Source: an optimization exercise on an open RTL-to-GDS flow (aim: small area, a short achievable clock period and few clock cycles per item). Production flows keep margins and buffers that such runs may drop.
Function was checked by simulation only, so behaviour that the tests miss may differ from the original.
Power figures rest on the tool's default switching activity, not on a simulated workload.

==> flow/flow/run.sh <==
#!/bin/bash
# Own layout flow: the standard flow (standard synthesis and ORFS steps) with
#  - port buffers of the plain buf_1 cell instead of the delay cell ORFS picks, and
#  - timing repair aiming at a setup slack of SETUP_SLACK_MARGIN ns.
# Each tool's full output goes to the ORFS logs under orfs/logs; make's own output
# goes to standard.log here.
set -euo pipefail
MARGIN=$(cat flow/margin.txt 2>/dev/null || echo 8)
bash standard.sh \
  "BUFFER_PORTS_ARGS=-buffer_cell sky130_fd_sc_hd__buf_1" \
  "SETUP_SLACK_MARGIN=$MARGIN" \
  finish > standard.log 2>&1
==> flow/standard.sh <==
#!/bin/bash
# synth_recipe.tcl (not shown) runs the flow's synth.tcl, then flattens the netlist and writes it again
# the make line also repeats each setting of config.mk as NAME=value (left out here)
make -C /OpenROAD-flow-scripts/flow DESIGN_CONFIG=/design/flow/config.mk WORK_HOME=/design/flow/orfs CLKGATE_MAP_FILE= SYNTH_SCRIPT=/design/flow/synth_recipe.tcl "${@:-finish}"
==> flow/flow/margin.txt <==
8
==> flow/constraint.sdc <==
create_clock -name core_clock -period 15.0 [get_ports {clk}]
set_input_delay 3.0000 -clock core_clock [delete_from_list [all_inputs] [get_ports {clk}]]
set_output_delay 3.0000 -clock core_clock [all_outputs]
set_load 0.01 [all_outputs]
==> flow/design.v <==
module bidc_baudot_valid (
    input  wire [5:0] code,
    output wire       valid
);
    localparam [63:0] VALID = 64'h77FFFEFA33A1340A;
    assign valid = VALID[code];
endmodule
module bidc_baudot_ascii (
    input  wire [5:0] code,
    output wire [7:0] ascii
);
    assign ascii[7] = 1'b0;
    assign ascii[0] = (code[4] && code[3] && code[2]) || (!code[4] && !code[3] && code[1] && code[0]) || (code[5] && code[4] && code[2] && !code[1]) || (code[4] && !code[1] && !code[0]) || (code[5] && code[3] && code[2] && !code[0]) || (!code[5] && !code[4] && !code[3]) || (!code[5] && code[1] && code[0]) || (code[3] && !code[2] && code[1] && code[0]) || (code[5] && code[4] && code[3] && !code[1]);
    assign ascii[1] = (!code[5] && code[4] && code[2] && !code[0]) || (code[4] && !code[2] && code[0]) || (code[4] && !code[3] && code[2] && !code[0]) || (code[5] && code[3] && code[1]) || (!code[5] && code[4] && !code[3]) || (code[2] && code[1] && !code[0]) || (code[5] && !code[4] && !code[2] && code[1]);
    assign ascii[2] = (code[5] && !code[3] && !code[2] && !code[0]) || (code[4] && code[3] && code[2] && !code[1] && !code[0]) || (!code[3] && code[1] && !code[0]) || (code[5] && code[3] && !code[2] && code[0]) || (code[5] && !code[4] && code[1] && code[0]) || (!code[5] && !code[3] && code[2]) || (!code[4] && !code[2] && !code[1]) || (!code[5] && code[3] && !code[2] && !code[0]);
    assign ascii[3] = (!code[4] && !code[3] && code[1]) || (!code[4] && code[3] && !code[2] && !code[1]) || (!code[4] && code[3] && !code[1] && !code[0]) || (code[4] && code[3] && code[1]) || (code[5] && !code[3] && code[2] && code[0]) || (!code[5] && code[1] && code[0]) || (code[4] && !code[3] && !code[2] && !code[1] && code[0]) || (!code[5] && code[4] && code[3] && !code[2] && !code[0]);
    assign ascii[4] = (!code[4] && !code[2] && !code[0]) || (code[3] && code[2] && code[0]) || (code[4] && code[2] && !code[1]) || (code[5] && code[4] && code[2] && code[0]) || (!code[5] && !code[4]) || (code[4] && !code[1] && code[0]) || (!code[5] && !code[3] && !code[2]) || (!code[3] && !code[2] && !code[1] && code[0]);
    assign ascii[5] = (!code[5]) || (!code[4] && !code[3] && !code[1] && !code[0]);
    assign ascii[6] = (code[5] && code[3]) || (code[5] && code[4]) || (code[5] && code[0]) || (code[5] && code[1]);
endmodule
module bidc_baudot_isdig (
    input  wire [5:0] code,
    output wire       isdig
);
    localparam [63:0] ISDIG = 64'h000000003221340A;
    assign isdig = ISDIG[code];
endmodule
module bidc_decode_in (
    input  wire [0:59]  fb,
    input  wire [1:0]   fs,          
    input  wire [11:0]  finfo,       
    output reg  [2:0]   status,
    output reg  [11:0]  einfo,
    output reg  [3:0]   tag,
    output wire [2:0]   first,       
    output wire [6:0]   tkeep,       
    output wire [19:0]  sfx,         
    output wire         mmsi_on      
);
    integer k;
    genvar g;
    wire       flag = fb[0];
    wire [2:0] uc   = fb[11:13];
    wire [3:0] lc   = fb[11:14];
    wire u_orb  = flag && uc == 3'd0;
    wire u_avu  = flag && uc == 3'd1;
    wire u_mau  = flag && uc == 3'd2;
    wire u_seru = flag && uc == 3'd3;
    wire u_natu = flag && uc == 3'd4;
    wire u_unh  = flag && uc == 3'd5;
    wire u_rcsu = flag && uc == 3'd6;
    wire u_test = flag && uc == 3'd7;
    wire l_mstd = !flag && lc == 4'd2;
    wire l_astd = !flag && lc == 4'd3;
    wire l_sstd = !flag && (lc == 4'd4 || lc == 4'd6 || lc == 4'd7);
    wire l_sst5 = !flag && lc == 4'd5;
    wire l_nloc = !flag && (lc == 4'd8 || lc == 4'd10 || lc == 4'd11);
    wire l_ssec = !flag && lc == 4'd12;
    wire l_rls  = !flag && lc == 4'd13;
    wire l_unh  = !flag && (lc == 4'd0 || lc == 4'd1 || lc == 4'd9 || lc == 4'd14 || lc == 4'd15);
    wire [2:0] s_type = fb[14:16];
    wire       s_bad  = (s_type == 3'd5 || s_type == 3'd7);
    wire       s_op   = (s_type == 3'd1);
    wire [1:0] r_t  = fb[15:16];
    wire       r_hm = (fb[17:20] == 4'hF);
    wire [5:0] c [0:6];
    wire [5:0] a [0:2];
    wire [3:0] bd [0:2];
    generate
        for (g = 0; g < 7; g = g + 1) begin : cg
            assign c[g] = fb[14 + 6*g +: 6];
        end
        for (g = 0; g < 3; g = g + 1) begin : ag
            assign a[g] = u_seru ? fb[18 + 6*g +: 6] :
                          l_sst5 ? {1'b1, fb[15 + 5*g +: 5]} : c[g];
            assign bd[g] = fb[38 + 4*g +: 4];
        end
    endgenerate
    wire [6:0] cv;
    wire [2:0] av;
    generate
        for (g = 0; g < 7; g = g + 1) begin : cvg
            if (g >= 3) begin : hi
                bidc_baudot_valid v (.code(c[g]), .valid(cv[g]));
            end else begin : lo
                assign cv[g] = 1'b1;
            end
        end
        for (g = 0; g < 3; g = g + 1) begin : avg
            bidc_baudot_valid v (.code(a[g]), .valid(av[g]));
        end
    endgenerate
    wire am   = u_avu || u_mau;
    wire amr  = am || u_rcsu;
    wire m3   = (u_seru && s_op) || l_sst5;      
    wire chk3 = amr || m3;
    wire [2:0] bbad;
    generate
        for (g = 0; g < 3; g = g + 1) begin : bbg
            assign bbad[g] = bd[g] > 4'hA;
        end
    endgenerate
    wire b_err = (chk3 && !(&av)) || (amr && !cv[3]) || (am && !(cv[4] && cv[5])) ||
                 (u_rcsu && |bbad) || (amr && !cv[6]);
    reg [11:0] b_info;
    always @(*) begin
        b_info = {6'd0, c[6]};
        for (k = 2; k >= 0; k = k - 1)
            if (u_rcsu && bbad[k]) b_info = {8'h20, bd[k]};
        if (am && !cv[5]) b_info = {6'd0, c[5]};
        if (am && !cv[4]) b_info = {6'd0, c[4]};
        if (amr && !cv[3]) b_info = {6'd0, c[3]};
        for (k = 2; k >= 0; k = k - 1)
            if (chk3 && !av[k]) b_info = {6'd0, a[k]};
    end
    wire r_err = l_rls && !r_hm && r_t == 2'd3;
    wire d_err = u_unh || l_unh || (u_seru && s_bad) || r_err || b_err;
    wire ok    = (fs == 2'd0) && !d_err;
    always @(*) begin
        status = 3'd0;
        einfo  = 12'd0;
        if (fs != 2'd0) begin
            status = {1'b0, fs};
            einfo  = finfo;
        end else if (u_unh) begin
            status = 3'd3; einfo = 12'h015;
        end else if (l_unh) begin
            status = 3'd3; einfo = {8'd0, lc};
        end else if (u_seru && s_bad) begin
            status = 3'd3; einfo = {9'h020, s_type};
        end else if (r_err) begin
            status = 3'd3; einfo = 12'h203;
        end else if (b_err) begin
            status = 3'd4; einfo = b_info;
        end
    end
    always @(*) begin
        tag = 4'd0;
        if (u_avu)  tag = 4'd1;
        if (u_mau)  tag = 4'd2;
        if (u_seru) tag = 4'd3;
        if (u_natu) tag = 4'd4;
        if (u_rcsu) tag = 4'd5;
        if (u_test) tag = 4'd6;
        if (l_mstd) tag = 4'd7;
        if (l_astd) tag = 4'd8;
        if (l_sstd || l_sst5) tag = 4'd9;
        if (l_ssec) tag = 4'd10;
        if (l_nloc) tag = 4'd11;
        if (l_rls)  tag = 4'd12;
    end
    wire [5:0] dv;
    generate
        for (g = 0; g < 6; g = g + 1) begin : dg
            bidc_baudot_isdig d (.code(c[g]), .isdig(dv[g]));
        end
    endgenerate
    wire alldig = &dv;
    wire [6:0] sp;
    assign sp[0] = (a[0] == 6'h24);
    assign sp[1] = (a[1] == 6'h24);
    assign sp[2] = (a[2] == 6'h24);
    assign sp[3] = (c[3] == 6'h24);
    assign sp[4] = am ? (c[4] == 6'h24) : (bd[0] == 4'hA);
    assign sp[5] = am ? (c[5] == 6'h24) : (bd[1] == 4'hA);
    assign sp[6] = u_avu ? (c[6] == 6'h24) : u_mau ? 1'b1 : (bd[2] == 4'hA);
    wire trim = !m3;
    reg [6:0] lead;      
    reg [6:0] keep;      
    reg [6:0] tail;      
    always @(*) begin
        lead[0] = trim && sp[0];
        for (k = 1; k < 7; k = k + 1) lead[k] = lead[k-1] && sp[k];
        tail[6] = trim && !sp[6];
        for (k = 5; k >= 0; k = k - 1) tail[k] = !trim ? (k < 3) : (tail[k+1] || !sp[k]);
        keep = tail & ~lead;
    end
    assign first[2] = lead[3];
    assign first[1] = (lead[1] && !lead[3]) || lead[5];
    assign first[0] = (lead[0] && !lead[1]) || (lead[2] && !lead[3]) ||
                      (lead[4] && !lead[5]) || lead[6];
    wire text_on = ok && (u_avu || (u_mau && !alldig) || u_rcsu || m3);
    assign tkeep = text_on ? keep : 7'd0;
    wire [19:0] dec;
    bidc_dsum u_dsum (.g0(c[0]), .g1(c[1]), .g2(c[2]), .g3(c[3]), .g4(c[4]), .g5(c[5]), .y(dec));
    assign sfx     = u_mau ? dec : lc[0] ? fb[21:40] : fb[15:34];
    assign mmsi_on = ok && ((u_mau && alldig) || l_mstd || l_ssec || (l_rls && r_hm));
endmodule
module bidc_decode_out (
    input  wire [0:59]  fb,
    input  wire [2:0]   status,
    input  wire [3:0]   rtag,
    input  wire [2:0]   first,
    input  wire [6:0]   tkeep,
    input  wire [19:0]  sfx,
    input  wire         mmsi_on,
    output wire [9:0]   cc_o,
    output wire [3:0]   tag,
    output wire [29:0]  mmsi,
    output wire [55:0]  text,
    output wire [2:0]   text_len,
    output wire [7:0]   sbn_char,
    output wire [44:0]  data,
    output wire [19:0]  serial,
    output wire [23:0]  addr,
    output wire [9:0]   cert,
    output wire [3:0]   btype,
    output wire [5:0]   num,
    output wire [1:0]   aux,
    output wire         has_cert,
    output wire         has_mmsi,
    output wire [1:0]   layout,
    output wire [11:0]  tac,
    output wire [11:0]  nrls
);
    integer k;
    genvar g;
    wire       ok = (status == 3'd0);
    wire [9:0] cc = fb[1:10];
    wire [3:0] lc = fb[11:14];
    wire t_orb  = ok && rtag == 4'd0;
    wire t_avu  = ok && rtag == 4'd1;
    wire t_mau  = ok && rtag == 4'd2;
    wire t_seru = ok && rtag == 4'd3;
    wire t_natu = ok && rtag == 4'd4;
    wire t_rcsu = ok && rtag == 4'd5;
    wire t_test = ok && rtag == 4'd6;
    wire t_mstd = ok && rtag == 4'd7;
    wire t_astd = ok && rtag == 4'd8;
    wire t_sstd = ok && rtag == 4'd9;
    wire t_nloc = ok && rtag == 4'd11;
    wire t_rls  = ok && rtag == 4'd12;
    assign tag  = ok ? rtag : 4'd0;
    assign cc_o = ok ? cc : 10'd0;
    wire [29:0] mmsi_v;
    bidc_mmsi u_mmsi (.cc(cc), .s(sfx), .y(mmsi_v));
    assign mmsi = mmsi_on ? mmsi_v : 30'd0;
    wire s_seru = rtag == 4'd3;
    wire s_sstd = rtag == 4'd9;
    wire s_avu  = rtag == 4'd1;
    wire s_mau  = rtag == 4'd2;
    wire s_am   = s_avu || s_mau;
    wire [5:0] c [0:6];
    wire [5:0] a [0:2];
    wire [3:0] bd [0:2];
    generate
        for (g = 0; g < 7; g = g + 1) begin : cg
            assign c[g] = fb[14 + 6*g +: 6];
        end
        for (g = 0; g < 3; g = g + 1) begin : ag
            assign a[g] = s_seru ? fb[18 + 6*g +: 6] :
                          s_sstd ? {1'b1, fb[15 + 5*g +: 5]} : c[g];
            assign bd[g] = fb[38 + 4*g +: 4];
        end
    endgenerate
    wire [6:0] ra [0:6];     
    generate
        for (g = 0; g < 7; g = g + 1) begin : rag
            wire [7:0] asc;
            bidc_baudot_ascii rom (.code(g < 3 ? a[g] : c[g]), .ascii(asc));
            assign ra[g] = asc[6:0];
        end
    endgenerate
    function [6:0] bcd_ascii(input [3:0] d);
        bcd_ascii = (d == 4'hA) ? 7'h20 : {3'b011, d};
    endfunction
    wire [6:0] x [0:6];
    assign x[0] = ra[0];
    assign x[1] = ra[1];
    assign x[2] = ra[2];
    assign x[3] = ra[3];
    assign x[4] = s_am ? ra[4] : bcd_ascii(bd[0]);
    assign x[5] = s_am ? ra[5] : bcd_ascii(bd[1]);
    assign x[6] = s_avu ? ra[6] : s_mau ? 7'h20 : bcd_ascii(bd[2]);
    reg [55:0] s0, s1, s2, s3;
    always @(*) begin
        for (k = 0; k < 7; k = k + 1) s0[55 - 8*k -: 8] = {tkeep[k], x[k]};
        s1 = first[0] ? {s0[47:0], 8'd0}  : s0;
        s2 = first[1] ? {s1[39:0], 16'd0} : s1;
        s3 = first[2] ? {s2[23:0], 32'd0} : s2;
    end
    wire [6:0] mask;     
    generate
        for (g = 0; g < 7; g = g + 1) begin : tg
            assign mask[g] = s3[55 - 8*g];
            assign text[55 - 8*g -: 8] = mask[g] ? {1'b0, s3[54 - 8*g -: 7]} : 8'd0;
        end
    endgenerate
    assign text_len[2] = mask[3];
    assign text_len[1] = (mask[1] && !mask[3]) || mask[5];
    assign text_len[0] = (mask[0] && !mask[1]) || (mask[2] && !mask[3]) ||
                         (mask[4] && !mask[5]) || mask[6];
    assign sbn_char = (t_mau || t_rcsu) ? {1'b0, ra[6]} : 8'd0;
    wire       s_hc  = fb[17];
    wire [2:0] stype = fb[14:16];
    wire       s_air = (stype == 3'd3);
    wire       s_op  = (stype == 3'd1);
    wire       s_pl  = !stype[0];
    wire [1:0] r_t  = fb[15:16];
    wire       r_hm = (fb[17:20] == 4'hF);
    wire [9:0] r_v  = fb[17:26];
    wire       st5  = (lc == 4'd5);
    wire raw45 = t_orb || t_natu || t_test;
    assign data = raw45 ? fb[14:58] :
                  (t_seru && !s_hc) ? (s_pl ? {25'd0, fb[38:57]} : {35'd0, fb[48:57]}) :
                  (t_seru && s_hc && s_pl) ? {35'd0, fb[38:47]} : 45'd0;
    assign serial = (t_seru && s_op)   ? {8'd0, fb[36:47]} :
                    (t_seru && s_pl)   ? fb[18:37] :
                    (t_sstd && !st5)   ? {6'd0, fb[25:38]} :
                    (t_sstd && st5)    ? {11'd0, fb[30:38]} :
                    t_nloc             ? {2'd0, fb[15:32]} :
                    (t_rls && !r_hm)   ? {6'd0, fb[27:40]} : 20'd0;
    assign addr = (t_seru && s_air) ? fb[18:41] :
                  t_astd            ? fb[15:38] : 24'd0;
    assign cert = (t_seru && s_hc)  ? fb[48:57] :
                  (t_sstd && !st5)  ? fb[15:24] : 10'd0;
    assign btype = t_seru             ? {1'b0, stype} :
                   (t_sstd || t_nloc) ? lc :
                   t_rls              ? {2'd0, r_t} : 4'd0;
    assign num = t_avu             ? {4'd0, fb[56:57]} :
                 (t_seru && s_air) ? fb[42:47] :
                 t_mstd            ? {2'd0, fb[35:38]} : 6'd0;
    assign aux      = (t_avu || t_mau || t_seru || t_rcsu) ? fb[58:59] : 2'd0;
    assign has_cert = t_seru && s_hc;
    assign has_mmsi = t_rls && r_hm;
    assign layout   = !t_seru ? 2'd0 : s_air ? 2'd1 : s_op ? 2'd2 : 2'd0;
    reg [11:0] rbase;
    always @(*) begin
        case (r_t)
            2'd0:    rbase = 12'd1000;
            2'd1:    rbase = 12'd2000;
            default: rbase = 12'd3000;
        endcase
    end
    wire [11:0] rsum = rbase + {2'd0, r_v};
    wire        rnum = t_rls && !r_hm;
    assign tac  = (rnum && r_v <  10'd920) ? rsum : 12'd0;
    assign nrls = (rnum && r_v >= 10'd920) ? rsum : 12'd0;
endmodule
module bidc_dsum (
    input  wire [5:0]  g0, g1, g2, g3, g4, g5,
    output wire [19:0] y
);
    wire dp1;
    wire dp2;
    wire dp3;
    wire dp4;
    wire dp5;
    wire dp6;
    wire dp7;
    wire dp8;
    wire dp9;
    wire dp10;
    wire dp11;
    wire dp12;
    wire dp13;
    wire dp14;
    wire dp15;
    wire dp16;
    wire dp17;
    wire dp18;
    wire dp19;
    wire dp20;
    wire dp21;
    wire dp22;
    wire dp23;
    wire dp24;
    wire dp25;
    wire dp26;
    wire dp27;
    wire dp28;
    wire dp29;
    wire dp30;
    wire dp31;
    wire dp32;
    wire dp33;
    wire dp34;
    wire dp35;
    wire dp36;
    wire dp37;
    wire dp38;
    wire dp39;
    wire dp40;
    wire dp41;
    wire dp42;
    wire dp43;
    wire dp44;
    wire dp45;
    wire dp46;
    wire dp47;
    wire dp48;
    wire dp49;
    wire dp50;
    wire dp51;
    wire dp52;
    wire dp53;
    wire dp54;
    wire dp55;
    wire dp56;
    wire s57;
    wire c58;
    wire s59;
    wire c60;
    wire s61;
    wire c62;
    wire s63;
    wire c64;
    wire s65;
    wire c66;
    wire s67;
    wire c68;
    wire s69;
    wire c70;
    wire s71;
    wire c72;
    wire s73;
    wire c74;
    wire s75;
    wire c76;
    wire s77;
    wire c78;
    wire s79;
    wire c80;
    wire s81;
    wire c82;
    wire s83;
    wire c84;
    wire s85;
    wire c86;
    wire s87;
    wire c88;
    wire s89;
    wire c90;
    wire s91;
    wire c92;
    wire s93;
    wire c94;
    wire s95;
    wire c96;
    wire s97;
    wire c98;
    wire s99;
    wire c100;
    wire s101;
    wire c102;
    wire s103;
    wire c104;
    wire s105;
    wire c106;
    wire s107;
    wire c108;
    wire s109;
    wire c110;
    wire s111;
    wire c112;
    wire s113;
    wire c114;
    wire s115;
    wire c116;
    wire s117;
    wire c118;
    assign dp1 = (g0[4] && g0[3] && g0[2]) || (!g0[3] && !g0[2]);
    assign dp2 = (g0[4] && !g0[0]) || (g0[4] && !g0[3]) || (g0[4] && !g0[2]);
    assign dp3 = (g0[1]) || (g0[4] && g0[2] && g0[0]) || (g0[4] && !g0[3]);
    assign dp4 = (!g0[3]) || (!g0[2] && !g0[1]) || (!g0[4] && g0[2] && !g0[0]);
    assign dp5 = (g0[1]) || (g0[4] && g0[2]) || (g0[4] && !g0[3]);
    assign dp6 = (g0[4] && g0[0]) || (g0[2] && !g0[0]);
    assign dp7 = (g0[1]) || (g0[3] && !g0[2]) || (g0[4] && g0[2] && !g0[0]);
    assign dp8 = (g0[1]) || (!g0[4] && !g0[0]) || (!g0[2] && !g0[0]);
    assign dp9 = (!g0[3] && g0[0]) || (g0[2] && !g0[0]);
    assign dp10 = (g0[4] && g0[3] && g0[2]) || (!g0[3] && !g0[2]);
    assign dp11 = (g0[4] && g0[0]) || (!g0[4] && !g0[3]);
    assign dp12 = (g0[3] && !g0[2]) || (!g0[2] && !g0[1] && g0[0]) || (g0[4] && g0[2] && !g0[0]);
    assign dp13 = (!g0[4] && !g0[0]) || (!g0[3] && !g0[2]);
    assign dp14 = (g0[2] && !g0[0]) || (!g0[3] && g0[2]) || (g0[1] && g0[0]);
    assign dp15 = (g1[4] && g1[3] && g1[2]) || (!g1[3] && !g1[2]);
    assign dp16 = (g1[4] && !g1[0]) || (g1[4] && !g1[3]) || (g1[4] && !g1[2]);
    assign dp17 = (!g1[3] && !g1[1] && g1[0]) || (g1[3] && g1[1]) || (g1[4] && g1[2] && !g1[0]);
    assign dp18 = (g1[1] && g1[0]) || (!g1[4] && g1[2] && !g1[0]);
    assign dp19 = (g1[4] && g1[3] && g1[2]) || (!g1[3] && !g1[2]);
    assign dp20 = (g1[4] && g1[0]) || (!g1[4] && !g1[3]);
    assign dp21 = (g1[1]) || (g1[4] && g1[3] && g1[0]) || (!g1[2] && !g1[0]);
    assign dp22 = (g1[1]) || (!g1[4] && !g1[0]) || (g1[3] && !g1[2]) || (!g1[3] && g1[2]);
    assign dp23 = (g1[1]) || (!g1[0]);
    assign dp24 = (g1[4] && g1[2] && g1[0]) || (g1[4] && !g1[3]) || (!g1[4] && g1[2] && !g1[0]);
    assign dp25 = (!g1[3]) || (!g1[2] && !g1[1]);
    assign dp26 = (!g1[3] && !g1[1] && g1[0]) || (g1[3] && g1[1]);
    assign dp27 = (g1[2] && !g1[0]) || (g1[1] && g1[0]);
    assign dp28 = (g2[4] && g2[3] && g2[2]) || (!g2[3] && !g2[2]);
    assign dp29 = (g2[4] && !g2[0]) || (g2[4] && !g2[3]) || (g2[4] && !g2[2]);
    assign dp30 = (g2[1]) || (g2[4] && g2[2] && g2[0]) || (g2[4] && !g2[3]);
    assign dp31 = (g2[4] && g2[0]) || (g2[2] && !g2[0]);
    assign dp32 = (g2[4] && g2[3] && g2[0]) || (!g2[2] && !g2[0]) || (!g2[2] && !g2[1]);
    assign dp33 = (!g2[0]) || (g2[4]) || (!g2[3]);
    assign dp34 = (!g2[0]) || (g2[4]) || (!g2[3]);
    assign dp35 = (!g2[4] && !g2[0]) || (!g2[3] && g2[2]) || (g2[3] && !g2[2]);
    assign dp36 = (!g2[0]);
    assign dp37 = (g2[2] && !g2[0]) || (!g2[3] && !g2[1] && g2[0]);
    assign dp38 = (g2[1] && g2[0]);
    assign dp39 = (g3[4] && g3[3] && g3[2]) || (!g3[3] && !g3[2]);
    assign dp40 = (g3[4] && !g3[0]) || (g3[4] && !g3[3]) || (g3[4] && !g3[2]);
    assign dp41 = (!g3[3] && !g3[1] && g3[0]) || (g3[3] && g3[1]) || (g3[4] && g3[2] && !g3[0]);
    assign dp42 = (g3[4] && g3[3] && g3[2]) || (!g3[1] && !g3[0]) || (!g3[3] && !g3[2] && !g3[1]);
    assign dp43 = (g3[4] && g3[0]) || (!g3[2] && !g3[1] && g3[0]);
    assign dp44 = (!g3[2] && g3[0]) || (g3[1]) || (g3[4] && g3[2] && !g3[0]);
    assign dp45 = (!g3[4] && !g3[0]) || (!g3[3] && !g3[2]);
    assign dp46 = (g3[2] && !g3[0]) || (!g3[3] && g3[2]) || (g3[1] && g3[0]);
    assign dp47 = (g4[4] && g4[3] && g4[2]) || (!g4[3] && !g4[2]);
    assign dp48 = (g4[4] && !g4[0]) || (g4[4] && !g4[3]) || (g4[4] && !g4[2]);
    assign dp49 = (g4[1]) || (g4[4] && g4[2] && g4[0]) || (g4[4] && !g4[3]);
    assign dp50 = (!g4[3]) || (!g4[2] && !g4[1]) || (!g4[4] && g4[2] && !g4[0]);
    assign dp51 = (!g4[3] && !g4[1] && g4[0]) || (g4[3] && g4[1]);
    assign dp52 = (g4[2] && !g4[0]) || (g4[1] && g4[0]);
    assign dp53 = (g5[4] && g5[3] && g5[2]) || (!g5[3] && !g5[2]);
    assign dp54 = (g5[4] && !g5[0]) || (g5[4] && !g5[3]) || (g5[4] && !g5[2]);
    assign dp55 = (!g5[3] && !g5[1] && g5[0]) || (g5[3] && g5[1]) || (g5[4] && g5[2] && !g5[0]);
    assign dp56 = (g5[1] && g5[0]) || (!g5[4] && g5[2] && !g5[0]);
    assign s57 = dp1 ^ dp16;
    assign c58 = dp1 & dp16;
    assign s59 = dp2 ^ dp17 ^ dp31;
    assign c60 = (dp2 & dp17) | (dp2 & dp31) | (dp17 & dp31);
    assign s61 = dp3 ^ dp18;
    assign c62 = dp3 & dp18;
    assign s63 = dp4 ^ dp19;
    assign c64 = dp4 & dp19;
    assign s65 = dp5 ^ dp20;
    assign c66 = dp5 & dp20;
    assign s67 = dp28 ^ dp40;
    assign c68 = dp28 & dp40;
    assign s69 = dp15 ^ dp29 ^ dp41;
    assign c70 = (dp15 & dp29) | (dp15 & dp41) | (dp29 & dp41);
    assign s71 = dp30 ^ dp42 ^ dp51;
    assign c72 = (dp30 & dp42) | (dp30 & dp51) | (dp42 & dp51);
    assign s73 = dp43 ^ dp52 ^ s59;
    assign c74 = (dp43 & dp52) | (dp43 & s59) | (dp52 & s59);
    assign s75 = dp32 ^ dp44 ^ s61;
    assign c76 = (dp32 & dp44) | (dp32 & s61) | (dp44 & s61);
    assign s77 = dp33 ^ dp45 ^ s63;
    assign c78 = (dp33 & dp45) | (dp33 & s63) | (dp45 & s63);
    assign s79 = dp34 ^ dp46 ^ s65;
    assign c80 = (dp34 & dp46) | (dp34 & s65) | (dp46 & s65);
    assign s81 = dp6 ^ dp21 ^ dp35;
    assign c82 = (dp6 & dp21) | (dp6 & dp35) | (dp21 & dp35);
    assign s83 = dp7 ^ dp22;
    assign c84 = dp7 & dp22;
    assign s85 = dp8 ^ dp23;
    assign c86 = dp8 & dp23;
    assign s87 = dp9 ^ dp24;
    assign c88 = dp9 & dp24;
    assign s89 = dp39 ^ dp48;
    assign c90 = dp39 & dp48;
    assign s91 = dp49 ^ dp56 ^ s67;
    assign c92 = (dp49 & dp56) | (dp49 & s67) | (dp56 & s67);
    assign s93 = dp50 ^ s69 ^ c68;
    assign c94 = (dp50 & s69) | (dp50 & c68) | (s69 & c68);
    assign s95 = s57 ^ s71 ^ c70;
    assign c96 = (s57 & s71) | (s57 & c70) | (s71 & c70);
    assign s97 = c58 ^ s73 ^ c72;
    assign c98 = (c58 & s73) | (c58 & c72) | (s73 & c72);
    assign s99 = c60 ^ s75 ^ c74;
    assign c100 = (c60 & s75) | (c60 & c74) | (s75 & c74);
    assign s101 = c62 ^ s77 ^ c76;
    assign c102 = (c62 & s77) | (c62 & c76) | (s77 & c76);
    assign s103 = c64 ^ s79 ^ c78;
    assign c104 = (c64 & s79) | (c64 & c78) | (s79 & c78);
    assign s105 = c66 ^ s81 ^ c80;
    assign c106 = (c66 & s81) | (c66 & c80) | (s81 & c80);
    assign s107 = dp36 ^ s83 ^ c82;
    assign c108 = (dp36 & s83) | (dp36 & c82) | (s83 & c82);
    assign s109 = dp37 ^ s85 ^ c84;
    assign c110 = (dp37 & s85) | (dp37 & c84) | (s85 & c84);
    assign s111 = dp38 ^ s87 ^ c86;
    assign c112 = (dp38 & s87) | (dp38 & c86) | (s87 & c86);
    assign s113 = dp25 ^ c88;
    assign c114 = dp25 & c88;
    assign s115 = dp10 ^ dp26;
    assign c116 = dp10 & dp26;
    assign s117 = dp11 ^ dp27;
    assign c118 = dp11 & dp27;
    wire [19:0] ra = {dp14, dp13, dp12, s117, s115, s113, s111, s109, s107, s105, s103, s101, s99, s97, s95, s93, s91, dp55, dp47, dp53};
    wire [19:0] rb = {1'b0, 1'b0, c118, c116, c114, c112, c110, c108, c106, c104, c102, c100, c98, c96, c94, c92, c90, s89, dp54, 1'b0};
    assign y = ra + rb;
endmodule
module bidc_mmsi (
    input  wire [9:0]  cc,
    input  wire [19:0] s,
    output wire [29:0] y
);
    wire s1;
    wire c2;
    wire s3;
    wire c4;
    wire s5;
    wire c6;
    wire s7;
    wire c8;
    wire s9;
    wire c10;
    wire s11;
    wire c12;
    wire s13;
    wire c14;
    wire s15;
    wire c16;
    wire s17;
    wire c18;
    wire s19;
    wire c20;
    wire s21;
    wire c22;
    wire s23;
    wire c24;
    wire s25;
    wire c26;
    wire s27;
    wire c28;
    wire s29;
    wire c30;
    wire s31;
    wire c32;
    wire s33;
    wire c34;
    wire s35;
    wire c36;
    wire s37;
    wire c38;
    wire s39;
    wire c40;
    wire s41;
    wire c42;
    wire s43;
    wire c44;
    wire s45;
    wire c46;
    wire s47;
    wire c48;
    wire s49;
    wire c50;
    wire s51;
    wire c52;
    wire s53;
    wire c54;
    wire s55;
    wire c56;
    wire s57;
    wire c58;
    wire s59;
    wire c60;
    wire s61;
    wire c62;
    wire s63;
    wire c64;
    wire s65;
    wire c66;
    wire s67;
    wire c68;
    assign s1 = cc[2] ^ cc[7];
    assign c2 = cc[2] & cc[7];
    assign s3 = cc[3] ^ cc[8];
    assign c4 = cc[3] & cc[8];
    assign s5 = cc[4] ^ cc[9];
    assign c6 = cc[4] & cc[9];
    assign s7 = cc[0] ^ cc[5];
    assign c8 = cc[0] & cc[5];
    assign s9 = cc[1] ^ cc[6] ^ cc[9];
    assign c10 = (cc[1] & cc[6]) | (cc[1] & cc[9]) | (cc[6] & cc[9]);
    assign s11 = !cc[0] ^ s[16] ^ 1'b1;
    assign c12 = (!cc[0] & s[16]) | (!cc[0] & 1'b1) | (s[16] & 1'b1);
    assign s13 = !cc[1] ^ s[17] ^ s3;
    assign c14 = (!cc[1] & s[17]) | (!cc[1] & s3) | (s[17] & s3);
    assign s15 = !cc[2] ^ s[18] ^ s5;
    assign c16 = (!cc[2] & s[18]) | (!cc[2] & s5) | (s[18] & s5);
    assign s17 = cc[5] ^ !cc[3] ^ s[19];
    assign c18 = (cc[5] & !cc[3]) | (cc[5] & s[19]) | (!cc[3] & s[19]);
    assign s19 = cc[0] ^ cc[6];
    assign c20 = cc[0] & cc[6];
    assign s21 = cc[1] ^ cc[7];
    assign c22 = cc[1] & cc[7];
    assign s23 = cc[2] ^ cc[8];
    assign c24 = cc[2] & cc[8];
    assign s25 = cc[3] ^ cc[9];
    assign c26 = cc[3] & cc[9];
    assign s27 = cc[0] ^ cc[3];
    assign c28 = cc[0] & cc[3];
    assign s29 = cc[1] ^ cc[4] ^ s[10];
    assign c30 = (cc[1] & cc[4]) | (cc[1] & s[10]) | (cc[4] & s[10]);
    assign s31 = cc[2] ^ cc[5] ^ s[11];
    assign c32 = (cc[2] & cc[5]) | (cc[2] & s[11]) | (cc[5] & s[11]);
    assign s33 = cc[3] ^ cc[6] ^ s[12];
    assign c34 = (cc[3] & cc[6]) | (cc[3] & s[12]) | (cc[6] & s[12]);
    assign s35 = cc[4] ^ cc[7] ^ s[13];
    assign c36 = (cc[4] & cc[7]) | (cc[4] & s[13]) | (cc[7] & s[13]);
    assign s37 = cc[8] ^ s[14] ^ s7;
    assign c38 = (cc[8] & s[14]) | (cc[8] & s7) | (s[14] & s7);
    assign s39 = s[15] ^ s9 ^ c8;
    assign c40 = (s[15] & s9) | (s[15] & c8) | (s9 & c8);
    assign s41 = s1 ^ s11 ^ c10;
    assign c42 = (s1 & s11) | (s1 & c10) | (s11 & c10);
    assign s43 = c2 ^ s13 ^ c12;
    assign c44 = (c2 & s13) | (c2 & c12) | (s13 & c12);
    assign s45 = c4 ^ s15 ^ c14;
    assign c46 = (c4 & s15) | (c4 & c14) | (s15 & c14);
    assign s47 = c6 ^ s17 ^ c16;
    assign c48 = (c6 & s17) | (c6 & c16) | (s17 & c16);
    assign s49 = !cc[4] ^ s19 ^ c18;
    assign c50 = (!cc[4] & s19) | (!cc[4] & c18) | (s19 & c18);
    assign s51 = !cc[5] ^ s21 ^ c20;
    assign c52 = (!cc[5] & s21) | (!cc[5] & c20) | (s21 & c20);
    assign s53 = !cc[6] ^ s23 ^ c22;
    assign c54 = (!cc[6] & s23) | (!cc[6] & c22) | (s23 & c22);
    assign s55 = !cc[7] ^ s25 ^ c24;
    assign c56 = (!cc[7] & s25) | (!cc[7] & c24) | (s25 & c24);
    assign s57 = cc[4] ^ !cc[8] ^ c26;
    assign c58 = (cc[4] & !cc[8]) | (cc[4] & c26) | (!cc[8] & c26);
    assign s59 = cc[5] ^ !cc[9];
    assign c60 = cc[5] & !cc[9];
    assign s61 = cc[6] ^ 1'b1;
    assign c62 = cc[6] & 1'b1;
    assign s63 = cc[7] ^ 1'b1;
    assign c64 = cc[7] & 1'b1;
    assign s65 = cc[8] ^ 1'b1;
    assign c66 = cc[8] & 1'b1;
    assign s67 = cc[9] ^ 1'b1;
    assign c68 = cc[9] & 1'b1;
    wire [29:0] ra = {s67, s65, s63, s61, s59, s57, s55, s53, s51, s49, s47, s45, s43, s41, s39, s37, s35, s33, s31, s29, s[9], cc[2], cc[1], cc[0], s[5], s[4], s[3], s[2], s[1], s[0]};
    wire [29:0] rb = {c66, c64, c62, c60, c58, c56, c54, c52, c50, c48, c46, c44, c42, c40, c38, c36, c34, c32, c30, c28, s27, s[8], s[7], s[6], 1'b0, 1'b0, 1'b0, 1'b0, 1'b0, 1'b0};
    assign y = ra + rb;
endmodule
module bidc_decoder (
    input  wire         clk,
    input  wire         rst,
    input  wire         in_valid,
    output wire         in_ready,
    input  wire [7:0]   in_len,
    input  wire [119:0] in_hex,
    output reg          out_valid,
    input  wire         out_ready,
    output wire [2:0]   out_status,
    output wire [11:0]  out_einfo,
    output wire [9:0]   out_cc,
    output wire [3:0]   out_tag,
    output wire [29:0]  out_mmsi,
    output wire [55:0]  out_text,
    output wire [2:0]   out_text_len,
    output wire [7:0]   out_sbn_char,
    output wire [44:0]  out_data,
    output wire [19:0]  out_serial,
    output wire [23:0]  out_addr,
    output wire [9:0]   out_cert,
    output wire [3:0]   out_btype,
    output wire [5:0]   out_num,
    output wire [1:0]   out_aux,
    output wire         out_has_cert,
    output wire         out_has_mmsi,
    output wire [1:0]   out_layout,
    output wire [11:0]  out_tac,
    output wire [11:0]  out_nrls
);
    reg  [0:59] fr;
    reg  [14:0] is_hex;
    reg  [7:0]  ch;
    integer k;
    always @(*) begin
        for (k = 0; k < 15; k = k + 1) begin
            ch = in_hex[119 - 8*k -: 8];
            is_hex[k] = (ch[7:4] == 4'h3 && ch[3:0] <= 4'h9) ||
                        ((ch[7:4] == 4'h4 || ch[7:4] == 4'h6) && ch[3:0] >= 4'h1 && ch[3:0] <= 4'h6);
            fr[4*k + 3] = ch[0] ^ ch[6];
            fr[4*k + 2] = ch[1] ^ (ch[6] && ch[0]);
            fr[4*k + 1] = ch[2] ^ (ch[6] && ch[1] && ch[0]);
            fr[4*k]     = ch[3] || ch[6];
        end
    end
    reg        hex_err;
    reg [11:0] hex_info;
    reg        seen;         
    always @(*) begin
        hex_info = 12'd0;
        seen     = 1'b0;
        for (k = 0; k < 15; k = k + 1) begin
            if (!is_hex[k] && !seen)
                hex_info = hex_info | {k[3:0], in_hex[119 - 8*k -: 8]};
            seen = seen || !is_hex[k];
        end
        hex_err = seen;
    end
    wire        len_err = (in_len != 8'd15);
    wire [1:0]  fs      = len_err ? 2'd1 : hex_err ? 2'd2 : 2'd0;
    wire [11:0] finfo   = len_err ? {4'd0, in_len} : hex_info;
    wire [2:0]  d_status;
    wire [11:0] d_einfo;
    wire [3:0]  d_tag;
    wire [2:0]  d_first;
    wire [6:0]  d_tkeep;
    wire [19:0] d_sfx;
    wire        d_mmsi_on;
    bidc_decode_in u_in (
        .fb(fr), .fs(fs), .finfo(finfo),
        .status(d_status), .einfo(d_einfo), .tag(d_tag), .first(d_first), .tkeep(d_tkeep),
        .sfx(d_sfx), .mmsi_on(d_mmsi_on));
    reg [0:59] r_fb;
    reg [2:0]  r_status;
    reg [11:0] r_einfo;
    reg [3:0]  r_tag;
    reg [2:0]  r_first;
    reg [6:0]  r_tkeep;
    reg [19:0] r_sfx;
    reg        r_mmsi_on;
    wire accept = in_valid && in_ready;
    assign in_ready = !out_valid || out_ready;
    always @(posedge clk) begin
        if (rst) begin
            out_valid <= 1'b0;
        end else if (accept) begin
            out_valid <= 1'b1;
        end else if (out_ready) begin
            out_valid <= 1'b0;
        end
    end
    always @(posedge clk) begin
        if (in_ready) begin
            r_fb      <= fr;
            r_status  <= d_status;
            r_einfo   <= d_einfo;
            r_tag     <= d_tag;
            r_first   <= d_first;
            r_tkeep   <= d_tkeep;
            r_sfx     <= d_sfx;
            r_mmsi_on <= d_mmsi_on;
        end
    end
    assign out_status = r_status;
    assign out_einfo  = r_einfo;
    bidc_decode_out u_out (
        .fb(r_fb), .status(r_status), .rtag(r_tag), .first(r_first), .tkeep(r_tkeep),
        .sfx(r_sfx), .mmsi_on(r_mmsi_on),
        .cc_o(out_cc), .tag(out_tag), .mmsi(out_mmsi), .text(out_text),
        .text_len(out_text_len), .sbn_char(out_sbn_char), .data(out_data),
        .serial(out_serial), .addr(out_addr), .cert(out_cert), .btype(out_btype),
        .num(out_num), .aux(out_aux), .has_cert(out_has_cert), .has_mmsi(out_has_mmsi),
        .layout(out_layout), .tac(out_tac), .nrls(out_nrls));
endmodule
==> flow/config.mk <==
export PLATFORM = sky130hd
export DESIGN_NAME = bidc_decoder
export DESIGN_NICKNAME = bidc_decoder
export VERILOG_FILES = /design/flow/design.v
export SDC_FILE = /design/flow/constraint.sdc
export NUM_CORES = 4
export LEC_CHECK = 0
export CAP_MARGIN = 20
export CORE_MARGIN = 2
export CORE_UTILIZATION = 50
export SLEW_MARGIN = 20
==> results of run 1 <==
[layout by cell type, fill, tap and decap left out, types with 50 or more instances in the layout]
cell | synthesis | final
edfxtp_1 | 109 | 109
ha_1 | 82 | 63
nand2_1 | 263 | 261
nand3_1 | 107 | 99
and2_1 | 79 | 79
mux2i_1 | 54 | 50
buf_1 | 14 | 356
nor2_1 | 282 | 273
o21ai_0 | 210 | 199
buf_4 | 9 | 106
nor3_1 | 66 | 61
inv_1 | 148 | 140
a22o_1 | 55 | 55
a21oi_1 | 194 | 189
[final timing paths]
| check | slack (ns) | endpoint | depth (start not counted) |
|---|---|---|---|
| min | 1.01 | out_valid | 2 |
| max reg2reg | 12.93 | r_fb[18] | 2 |
| max | 7.91 | out_mmsi[26] | 16 |
| min reg2reg | 1.01 | out_valid | 2 |
[kinds of logic (layout without fill, tap and decap cells)]
| family | Yosys count | in the layout | synth area share |
|---|---|---|---|
| other | 1 | 8 | 0.000194 |
| DFF | 110 | 110 | 0.171 |
| and+or+nand+nor | 1050 | 1050 | 0.267 |
| xor gates and xnor gates | 76 | 77 | 0.0349 |
| AOI/OAI and AO/OA | 905 | 905 | 0.319 |
| buffers and inverters | 365 | 678 | 0.0749 |
| adders and majority gates | 124 | 124 | 0.0962 |
| muxes | 69 | 69 | 0.0373 |
[layout make-up]
class | count | area [µm²]
Multi-Input combinational cell | 2233 | 15500
Fill cell | 3606 | 15100
Sequential cell | 110 | 3290
Timing Repair Buffer | 501 | 2380
Inverter | 161 | 642
Tap cell | 511 | 639
Clock buffer | 10 | 229
Clock inverter | 6 | 62.6
[cells in the mapped netlist (28+ instances only)]
cell	n
nand2_1	263
o22ai_1	28
o211ai_1	43
nor2b_1	41
xor2_1	38
or3_1	30
fa_1	41
a22oi_1	30
and2_1	79
nor3_1	66
ha_1	82
nand2b_1	33
mux2i_1	54
nor2_1	282
o21ai_0	210
xnor2_1	37
nand3_1	107
edfxtp_1	109
inv_1	148
a211oi_1	34
clkbuf_1	167
a22o_1	55
a31oi_1	42
a21oi_1	194
[registers in the layout (all words and copies together) (netlist names)]
register / cells
r_fb: 59
out_valid: 1
r_tkeep: 7
r_status: 3
r_first: 3
r_mmsi_on: 1
r_einfo: 12
r_tag: 4
r_sfx: 20
[power groups by stage]
| stage | Sequential (mW) | Combinational (mW) | Clock (mW) |
|---|---|---|---|
| global route | 0.472 | 1.68 | 0.260 |
| floorplan | 0.406 | 1.02 | 0 |
| detailed placement | 0.477 | 1.30 | 0 |
| finish | 0.469 | 1.55 | 0.248 |
| CTS | 0.464 | 1.41 | 0.251 |
| global placement | 0.475 | 1.28 | 0 |
[timing repair]
action / 4_1_cts / 5_1_grt
pin swaps: 19 / 28
resized for setup: 97 / 90
cloned: 0 / 1
setup buffers: 25 / 57
setup endpoints to repair: 49 / 37
[tightest hold or removal path, cell delays in order, from the launching register on]
cell      delay (ns)
dfxtp_1         0.34
nand2b_4        0.49
a21oi_1         0.14
[routing by layer]
metal / vias to the layer above / wire (µm) / global-route usage
met5: - / 0 / 0
met4: 0 / 5030 / 0.210
met3: 271 / 9080 / 0.0696
met2: 1607 / 36600 / 0.615
met1: 11000 / 32800 / 0.520
li1: 10700 / - / -
[per-stage QoR]
step | hold WS, ns | worst slack (ns) | utilization
after global placement | 1.01 | 7.00 | 0.556
final | 1.01 | 7.91 | 0.601
after floorplan | 1.35 | 7.98 | -
after global routing | 1.11 | 7.77 | 0.601
after CTS | 1.05 | 7.87 | 0.579
after detailed placement | 1.03 | 6.89 | 0.556
==> summary.md, run 1 <==
| Metric | Value |
|---|---|
| Placed Instances | `3433` |
| DRC violations left | `0` |
| Leak Pwr | `8.75 nW` |
| Count of pins over their slew limit | `0` |
| Worst Tran Pin Value | `approximately 1.1 ns` |
| CP bufs+invs | `4` |
| Worst EP required | `12.00 ns` |
| Crit path DAT | `around 4 ns` |
| Clock power frac | `0.109` |
| Relative slew slack | `0.265` |
| CTS sink count | `110` |
| Combinational power share | `0.683` |
| Asr flop ratio synth | `0` |
| Cell taking the most area after synthesis | `edfxtp_1` |
| Avg WL per Cell | `about 24 µm` |
| # Max-Cap Violations | `0` |
| Grt ovf | `0` |
| Port Buffers | `390` |
| First-pass iteration count of the detailed router | `9` |
| Post-synth EDFFs | `109` |
| WS Path Type | `reg2out` |
| Critical path startpoint category | `flip-flop` |
| Count of cell types in the netlist | `108` |
| Sequence of cells on the critical path | `buf_4 > fa_1 > inv_1 > fa_1 > inv_2 > ha_4 > and3_4 > nand3_4 > a311oi_4 > o21ai_2 > a31oi_2 > o21ai_2 > nor2b_2 > xnor2_1 > and2_1 > buf_2` |
| Max IR drop VDD | `0.0638 mV` |
| Slowest cell delay on critical path | `0.55 ns` |
| Worst reg2reg startpoint | `out_valid` |
| Die height | `between 200 and 250 µm` |
| Worst Skew | `0.0163 ns` |
| Share of cells above drive strength 1 | `0.114` |
| Mapped Area | `0.0193 mm²` |
| Clk latency of the worst-skew pair | `0.39 ns` |
| Initial DRC count | `3105` |
| H-tree depth | `3` |
| Switch share | `0.495` |
| Post-synthesis average cell area | `slightly above 7 µm²` |
| # hold bufs at CTS | `0` |
| Area Growth Syn to Fin | `17.9%` |
| Switching pwr | `1.12 mW` |
| Final setup fails | `0` |
| Clk root buf | `clkbuf_16` |
| Post-synthesis register bit count | `110` |
| DP Area | `0.0210 mm²` |
| Ports | `399` |
| CTS tree | `yes` |
| Final Critical Period | `7.09 ns` |
| Final non-filler cell area | `around 0.023 mm²` |
| Gr usage total | `0.394` |
| Setup_tns | `0 ns` |
| P per Cell Area | `99.5 mW/mm²` |
| Global-route wire length before repair | `125000 µm` |
| Tot Pwr | `~2.3 mW` |
| Max FO, Critical Path | `5` |
| Sequential Power Share | `0.207` |
| Routability Congestion | `1.02` |
| Die W | `200 µm` |
| CP endpoint kind | `output port` |
| Placeable Area | `0.0378 mm²` |
| RSZ-0062 raised after global routing | `true` |
| CTS Buffer Depth | `2` |
| Endpoints failing hold | `0` |
| Hold path start | `out_valid` |
| Final period utilization | `0.473` |
| Clk pin slew, worst setup/hold paths | `around 0.090 ns` |
| Routed via count | `23500` |
| Commonest register cell after synthesis | `edfxtp_1` |
| Sequential share of the synthesized area | `0.171` |
| Diode count | `0` |
| HP Class | `reg2reg` |
| Number of global-route vias before repair | `21100` |
| CP max stage cell | `fa_1` |
| Via-to-Cell Ratio | `between 6 and 7` |
| Syn Inst Count | `2700` |
| Setup crit start | `r_fb[58]` |
| DP HPWL | `roughly 62000 µm` |
| Inserted Clock Buffers | `9` |
| Rows | `71` |
| Cell internal pwr | `1.14 mW` |
| Max Clock Freq | `141 MHz` |
| Die ar. | `0.0402 mm²` |
| Synth top area share | `0.170` |
| Post-DRT Antenna Nets | `0` |
| Non-Filler Instances | `3532` |
| DRT Wirelength | `about 84000 µm` |
| YS warnings | `3` |
| Initial Util | `0.510` |
| Initial antenna violation count | `0` |
| # nets final | `3271` |
| Delay-heaviest family, CP | `adder cells` |
| Status | `timing/DRC/antenna clean` |
| Synth top area cells | `edfxtp_1 (17%), nor2_1 (5.5%), o21ai_0 (5.4%)` |
| Maximum number of pins on one net before global-route repair | `70` |
Testbench counts, summed over its fixed seeds: cycles 16,008, items 16,000.
==> run 2, diff against run 1 <==
==> flow/flow/margin.txt (replaced) <==
8.5
--- a/flow/config.mk
+++ b/flow/config.mk
@@ -7,5 +7,5 @@
 export LEC_CHECK = 0
 export CAP_MARGIN = 20
 export CORE_MARGIN = 2
-export CORE_UTILIZATION = 50
+export CORE_UTILIZATION = 30
 export SLEW_MARGIN = 20
==> summary.md, run 2 <==
| Metric | Value |
|---|---|
| Die height | `258 µm (+29%)` |
| Grt ovf | `0 (unchanged)` |
| Most frequent cell after synthesis | `nor2_1` |
| Status | `timing/DRC/antenna clean` |
| Avg WL per Cell | `23.2 µm (-2.1%)` |
| Initial Util | `0.305 (-0.205)` |
| # Max-Cap Violations | `0 (unchanged)` |
| Sequential share of the synthesized area | `0.171 (unchanged)` |
| Multi-input combinational cell area | `0.0161 mm² (+3.8%)` |
| WS Path Type | `reg2out` |
| Max Clock Freq | `144 MHz (+2.3%)` |
| DP HPWL | `68100 µm (+9.1%)` |
| Asr flop ratio synth | `0 (unchanged)` |
| Post-synth EDFFs | `109 (unchanged)` |
| Post-DRT Antenna Nets | `0 (unchanged)` |
| YS warnings | `3 (unchanged)` |
| Top Metal Used | `met4` |
| Crit path DAT | `3.93 ns (-0.16 ns)` |
| Commonest register cell after synthesis | `edfxtp_1` |
| Slowest cell delay on critical path | `0.57 ns (+0.02 ns)` |
| Max IR drop VDD | `0.0652 mV (+2.2%)` |
| Post-synthesis register bit count | `110 (unchanged)` |
| Fillers | `6678 (+85%)` |
| Area Growth Syn to Fin | `28.7%` |
| HP Class | `reg2reg` |
| Final period utilization | `0.462 (-0.0108)` |
| Count of pins over their slew limit | `0 (unchanged)` |
| Final setup fails | `0 (unchanged)` |
| Cell taking the most area after synthesis | `edfxtp_1` |
| Ports | `399 (unchanged)` |
| Synth top area share | `0.170 (unchanged)` |
| Setup_tns | `0 ns (unchanged)` |
| Tot Pwr | `2.46 mW (+8.5%)` |
| RSZ-0062 raised after global routing | `true` |
| DRT Wirelength | `92000 µm (+10%)` |
| Relative slew slack | `0.272 (+0.00734)` |
| Final setup margin | `8.07 ns (+0.163 ns)` |
| Most frequent cells after synthesis | `nor2_1 (282), nand2_1 (263), o21ai_0 (210), a21oi_1 (194), clkbuf_1 (167)` |
| Endpoints failing hold | `0 (unchanged)` |
| # hold bufs at CTS | `0 (unchanged)` |
| P per Cell Area | `99.0 mW/mm² (-0.54%)` |
| Placeable Area | `0.0633 mm² (+67%)` |
| Via-to-Cell Ratio | `6.01 (-9.8%)` |
| Most common cell after layout, fill and taps aside | `buf_1` |
| Post-synthesis average cell area | `7.15 µm² (unchanged)` |
| CP max stage cell | `fa_1` |
| DP Area | `0.0216 mm² (+2.7%)` |
| Max FO, Critical Path | `5 (unchanged)` |
| Die ar. | `0.0664 mm² (+65%)` |
| Initial antenna violation count | `3 (+3)` |
| Rows | `92 (+30%)` |
| Share of cells above drive strength 1 | `0.181 (+0.0672)` |
| Wl on met1 | `37400 µm (+14%)` |
| Inserted Clock Buffers | `9 (unchanged)` |
| Largest register FFs | `59 (unchanged)` |
| Worst Skew | `0.0145 ns (-0.00183 ns)` |
| Worst Tran Pin Value | `1.08 ns (-0.0131 ns)` |
| Leak Pwr | `9.56 nW (+9.3%)` |
| Critical path startpoint category | `flip-flop` |
| Storage cell area | `0.00329 mm² (unchanged)` |
| Number of global-route vias before repair | `21000 (-0.60%)` |
| Pre-CTS setup slack | `6.92 ns (+0.0210 ns)` |
| CP endpoint kind | `output port` |
| CTS Buffer Depth | `2 (unchanged)` |
| Worst EP required | `12.00 ns (about the same)` |
| # nets final | `3376 (+3.2%)` |
| Sequence of cells on the critical path | `fa_1 > inv_1 > fa_1 > inv_2 > ha_4 > and3_4 > nand3_4 > a311oi_4 > o21ai_2 > a31oi_4 > o21ai_2 > a21oi_2 > xor2_1 > and2_1 > buf_2` |
| Met2 WL | `41600 µm (+14%)` |
| Clk root buf | `clkbuf_16` |
| First-pass iteration count of the detailed router | `8 (-1)` |
| Met3 wire length | `9290 µm (+2.3%)` |
| Final Critical Period | `6.93 ns (-0.163 ns)` |
| Synth top area cells | `edfxtp_1 (17%), nor2_1 (5.5%), o21ai_0 (5.4%)` |
| Maximum number of pins on one net before global-route repair | `72 (+2.9%)` |
| Routed via count | `23900 (+1.5%)` |
| Commonest cells after routing, fill and taps aside | `buf_1 (327), nor2_1 (267), nand2_1 (252)` |
| H-tree depth | `3 (unchanged)` |
| Global-route wire length before repair | `133000 µm (+6.1%)` |
| Clk pin slew, worst setup/hold paths | `0.09 ns (about the same)` |
| Clk latency of the worst-skew pair | `0.38 ns (about the same)` |
| Die W | `258 µm (+29%)` |
| DRC violations left | `0 (unchanged)` |
| Top flop regs | `r_fb: 59 flops, r_sfx: 20 flops, r_einfo: 12 flops` |
| Routability Congestion | `0.949 (-6.9%)` |
| Initial DRC count | `3118 (+0.42%)` |
| Count of cell types in the netlist | `108 (unchanged)` |
| Largest Register | `r_fb` |
| Port Buffers | `390 (unchanged)` |
| Gr usage total | `0.257 (-0.137)` |
| Mapped Area | `0.0193 mm² (unchanged)` |
| Syn Inst Count | `2700 (unchanged)` |
| CTS tree | `yes` |
| Final non-filler cell area | `0.0248 mm² (+9.1%)` |
| CTS sink count | `110 (unchanged)` |
-- run 2: critical path, delay by kind of cell, from the launching register on --
kind / cells / cell delay, ns
fa+ha+maj: 3 / 1.34
compound gates: 5 / 0.90
flops: 1 / 0.52
simple gates: 3 / 0.42
buf+inv: 3 / 0.22
xor+xnor: 1 / 0.15
-- run 2: metrics by stage --
stage / util / std cells / hold WS, ns
after global placement: 0.341 / 3780 / 1.10
after detailed placement: 0.341 / 3780 / 1.10
final: 0.392 / 3975 / 1.06
after global routing: 0.392 / 3974 / 1.14
after floorplan: - / 2707 / 1.35
after CTS: 0.374 / 3897 / 1.12
-- run 2: logic make-up after synthesis --
logic type	after synthesis	synth area share
compound gates	905	0.319
xor+xnor	76	0.0349
fa+ha+maj	124	0.0962
buf+inv	365	0.0749
flops	110	0.171
mux	69	0.0373
other cells	1	0.000194
simple gates	1050	0.267
-- run 2: cell type report --
cell class	instances	share of cell area
clock inverter	7	0.00378
tap	846	0.0426
multi-input combinational	2235	0.648
timing repair buffer	604	0.136
inverter	161	0.0272
antenna	3	0.000302
sequential	110	0.133
clock buffer	9	0.00907
-- run 2: power by group --
part,switching (mW),internal (mW),total (mW)
combinational,0.973,0.760,1.73
sequential,0.0805,0.382,0.462
clock,0.141,0.122,0.263
total,1.19,1.26,2.46
-- run 2: what timing repair did --
| action | 4_1_cts | 5_1_grt |
|---|---|---|
| setup buffers | 99 | 72 |
| setup endpoints to repair | 115 | 64 |
| pin swaps | 72 | 69 |
| resized for setup | 257 | 141 |
| gates cloned | 2 | 2 |
-- run 2: path summary, 6_finish.rpt --
kind                   from      endpoint  slack, ns  depth (start not counted)
hold / removal    out_valid     out_valid       1.06                          3
setup / recovery   r_fb[58]  out_mmsi[28]       8.07                         15
setup reg to reg  out_valid      r_fb[11]      12.74                          3
hold reg to reg   out_valid     out_valid       1.06                          3
-- run 2: routing by layer --
layer,vias up,track usage
li1,10900,-
met1,11300,0.345
met2,1498,0.414
met3,222,0.0408
met4,0,0.0944
met5,-,0
==> run 3, diff against run 2 <==
==> flow/flow/margin.txt (replaced) <==
7.5
==> summary.md, run 3 <==
| Metric | Value |
|---|---|
| Synth top area share | `0.170 (unchanged)` |
| Avg WL per Cell | `22.7 µm (-1.9%)` |
| Setup crit start | `in_hex[62]` |
| Pre-CTS setup slack | `6.54 ns (-0.371 ns)` |
| WHS Endpoint | `out_valid` |
| Worst Skew | `0.0147 ns (+0.000203 ns)` |
| Endpoints failing hold | `0 (unchanged)` |
| Synth top area cells | `edfxtp_1 (17%), nor2_1 (5.5%), o21ai_0 (5.4%)` |
| HP Class | `reg2reg` |
| # Max-Cap Violations | `0 (unchanged)` |
| Largest register FFs | `59 (unchanged)` |
| # nets final | `3213 (-4.8%)` |
| Reg2Reg Depth | `2 (-1)` |
| P per Cell Area | `94.1 mW/mm² (-4.9%)` |
| Worst reg2reg startpoint | `out_valid` |
| WS Path Type | `in2reg` |
| Hold path start | `out_valid` |
| Max IR drop VDD | `0.0576 mV (-12%)` |
| Max Clock Freq | `136 MHz (-5.5%)` |
| Top flop regs | `r_fb: 59 flops, r_sfx: 20 flops, r_einfo: 12 flops` |
| Initial antenna violation count | `3 (unchanged)` |
| Worst Tran Pin Value | `1.17 ns (+0.0931 ns)` |
| Routability Congestion | `0.990 (+4.4%)` |
| Critical path startpoint category | `input port` |
| Clk pin slew, worst setup/hold paths | `0.08 ns (about the same)` |
| RSZ-0062 raised after global routing | `true` |
| CTS Buffer Depth | `2 (unchanged)` |
| Placed Instances | `3777 (-0.079%)` |
| Final hold slack | `1.02 ns (-0.0368 ns)` |
| CP endpoint kind | `flip-flop` |
| Port Buffers | `390 (unchanged)` |
| Most common cell after layout, fill and taps aside | `buf_1` |
| Gr usage total | `0.249 (-0.00800)` |
| CP max stage cell | `o21ai_0` |
| FF-to-FF setup slack | `12.88 ns (+0.14 ns)` |
| Final Critical Period | `7.33 ns (+0.400 ns)` |
| Routed via count | `22800 (-4.5%)` |
| Die W | `258 µm (unchanged)` |
| # hold bufs at CTS | `0 (unchanged)` |
| Share of cells above drive strength 1 | `0.0699 (-0.112)` |
| Count of pins over their slew limit | `0 (unchanged)` |
| Storage cell area | `0.00329 mm² (unchanged)` |
| Most frequent cell after synthesis | `nor2_1` |
| Delay-heaviest family, CP | `compound AO/OA/AOI/OAI gates` |
| YS warnings | `3 (unchanged)` |
| Multi-input combinational cell area | `0.0150 mm² (-7.0%)` |
| Worst EP required | `15.11 ns (+3.11 ns)` |
| Hold Path Depth | `2 (-1)` |
| Crit path DAT | `7.44 ns (+3.51 ns)` |
| Critical Path Most Common Cell | `o21ai_0` |
| DP HPWL | `67400 µm (-1.0%)` |
| Global-route wire length before repair | `129000 µm (-2.7%)` |
| Cell taking the most area after synthesis | `edfxtp_1` |
| Layout Utilization | `0.350 (-0.0421)` |
| Slowest cell delay on critical path | `0.48 ns (-0.09 ns)` |
| Asr flop ratio synth | `0 (unchanged)` |
| CP bufs+invs | `3 (unchanged)` |
| Instance count on the critical path | `18 (+3)` |
| Initial Util | `0.305 (unchanged)` |
| Area Growth Syn to Fin | `14.8%` |
| Commonest register cell after synthesis | `edfxtp_1` |
| Final period utilization | `0.489 (+0.0267)` |
| Syn Inst Count | `2700 (unchanged)` |
| Sequential share of the synthesized area | `0.171 (unchanged)` |
| Setup_tns | `0 ns (unchanged)` |
| Placeable Area | `0.0633 mm² (unchanged)` |
| Rows | `92 (unchanged)` |
| Fillers | `6914 (+3.5%)` |
| Ports | `399 (unchanged)` |
| Status | `timing/DRC/antenna clean` |
| Largest Register | `r_fb` |
| CTS tree | `yes` |
| DRT Wirelength | `86600 µm (-5.9%)` |
| DRC violations left | `0 (unchanged)` |
| Post-synth EDFFs | `109 (unchanged)` |
| Mapped Area | `0.0193 mm² (unchanged)` |
| Worst r2r dst | `r_fb[19]` |
| Maximum number of pins on one net before global-route repair | `70 (-2.8%)` |
| H-tree depth | `3 (unchanged)` |
| Commonest cells after routing, fill and taps aside | `buf_1 (371), nor2_1 (278), nand2_1 (263)` |
| Count of cell types in the netlist | `108 (unchanged)` |
| Initial DRC count | `2828 (-9.3%)` |
| First-pass iteration count of the detailed router | `8 (unchanged)` |
| Clk root buf | `clkbuf_16` |
| Inserted Clock Buffers | `9 (unchanged)` |
| Leak Pwr | `8.32 nW (-13%)` |
| Final setup fails | `0 (unchanged)` |
| Die ar. | `0.0664 mm² (unchanged)` |
| Grt ovf | `0 (unchanged)` |
| Non-Filler Instances | `3812 (-4.1%)` |
| Clk latency of the worst-skew pair | `0.38 ns (about the same)` |
| CTS sink count | `110 (unchanged)` |
| Post-DRT Antenna Nets | `0 (unchanged)` |
| Final setup margin | `7.67 ns (-0.400 ns)` |
| Sequence of cells on the critical path | `clkbuf_2 > nor2_1 > buf_4 > clkinv_1 > o21ai_0 > ha_1 > fa_1 > ha_1 > nor2b_1 > o21ai_0 > a21boi_0 > o211ai_1 > a21oi_1 > o31ai_4 > o211ai_1 > o311a_1 > xor2_1 > o21ai_0` |
| Most frequent cells after synthesis | `nor2_1 (282), nand2_1 (263), o21ai_0 (210), a21oi_1 (194), clkbuf_1 (167)` |
| Post-synthesis register bit count | `110 (unchanged)` |
| Relative slew slack | `0.206 (-0.0665)` |
| Die height | `258 µm (unchanged)` |
| Number of global-route vias before repair | `20500 (-2.5%)` |
| Max FO, Critical Path | `10 (+5)` |
| Via-to-Cell Ratio | `5.98 (-0.45%)` |
| Post-synthesis average cell area | `7.15 µm² (unchanged)` |
-- run 3: cell count changes in the layout (fill, tap and decap cells not counted), sizes merged --
cell / before / now
buf: 588 / 428
clkinvlp: 7 / 6
inv: 147 / 148
mux2i: 55 / 54
nand3: 109 / 108
nor2: 285 / 284
-- run 3: repair_timing --
| action | CTS | global route |
|---|---|---|
| endpoints found under the setup margin | 8 | 38 |
| hold endpoints to repair | 0 | 0 |
| buffers inserted | 6 | 10 |
| gates resized for setup | 24 | 60 |
| pin swaps | 2 | 9 |
-- run 3: area by class of cell --
type,instances,area share
multi-input combinational,2232,0.675
timing repair buffer,444,0.0857
inverter,161,0.0284
tap,846,0.0478
antenna,3,0.000339
sequential,110,0.149
clock inverter,7,0.00384
clock buffer,9,0.0102
-- run 3: power breakdown --
group	switching (mW)	internal, mW	total, mW
sequential	0.0966	0.382	0.479
combinational	0.817	0.536	1.35
clock	0.134	0.120	0.254
total	1.05	1.04	2.09
-- run 3: worst max path at each step --
| stage | endpoint |
|---|---|
| 3_3_place_gp | r_sfx[18] |
| 2_1_floorplan | in_ready |
| 6_report | r_sfx[19] |
| 3_5_place_dp | r_sfx[18] |
| 4_1_cts | r_sfx[18] |
| 5_1_grt | r_sfx[19] |
-- run 3: through the flow --
| stage | power (mW) | area (µm²) |
|---|---|---|
| after detailed placement | 1.75 | 21400 |
| after global placement | 1.75 | 21400 |
| after global routing | 2.25 | 22200 |
| after floorplan | 1.40 | 19400 |
| after CTS | 2.03 | 21800 |
| final | 2.09 | 22200 |
-- run 3: kinds of logic after synthesis --
kind of cell / synth area share
DFF: 0.171
other: 0.000194
adders and majority gates: 0.0962
xor gates and xnor gates: 0.0349
buffers and inverters: 0.0749
and+or+nand+nor: 0.267
AOI/OAI and AO/OA: 0.319
muxes: 0.0373
-- run 3: routing by layer --
metal,up-vias,GRT usage,part of all wire
li1,10500,-,-
met1,10700,0.339,0.42
met2,1344,0.399,0.45
met3,202,0.0382,0.091
met4,0,0.0861,0.040
met5,-,0,0
-- run 3: tightest hold or removal path, cell delays in order (launching register included) --
cell,delay (ns)
dfxtp_1,0.34
nand2b_4,0.51
a21oi_1,0.14

==> static timing again, ports no longer ideal <==
The flow's constraints put no driver on any port. The routed layouts listed below were extracted and timed again, unchanged, in two steps. Step 1 assumes that a clkbuf_16 drives the clock port and a buf_2 every other input. Step 2 times the ports against the registers' clock, not the clock port: input delays grow and output delays shrink by t, the midpoint of the rising clock arrivals with the driver on. a / b / c = ideal ports / drivers / drivers and shift; a / b = the first two.
run	shift t [ns]	setup slack, ns	worst data-port slew with drivers (ns)
run 1	0.436	7.906 / 7.854 / 7.571	0.04
run 2	0.430	8.069 / 8.015 / 7.679	0.08
run 3	0.428	7.669 / 7.678 / 7.272	0.11
After both steps setup and hold are still met in every run listed. The setup slack of run 3, which loses most, moves by +0.009 ns with the drivers and by -0.397 ns with both steps.
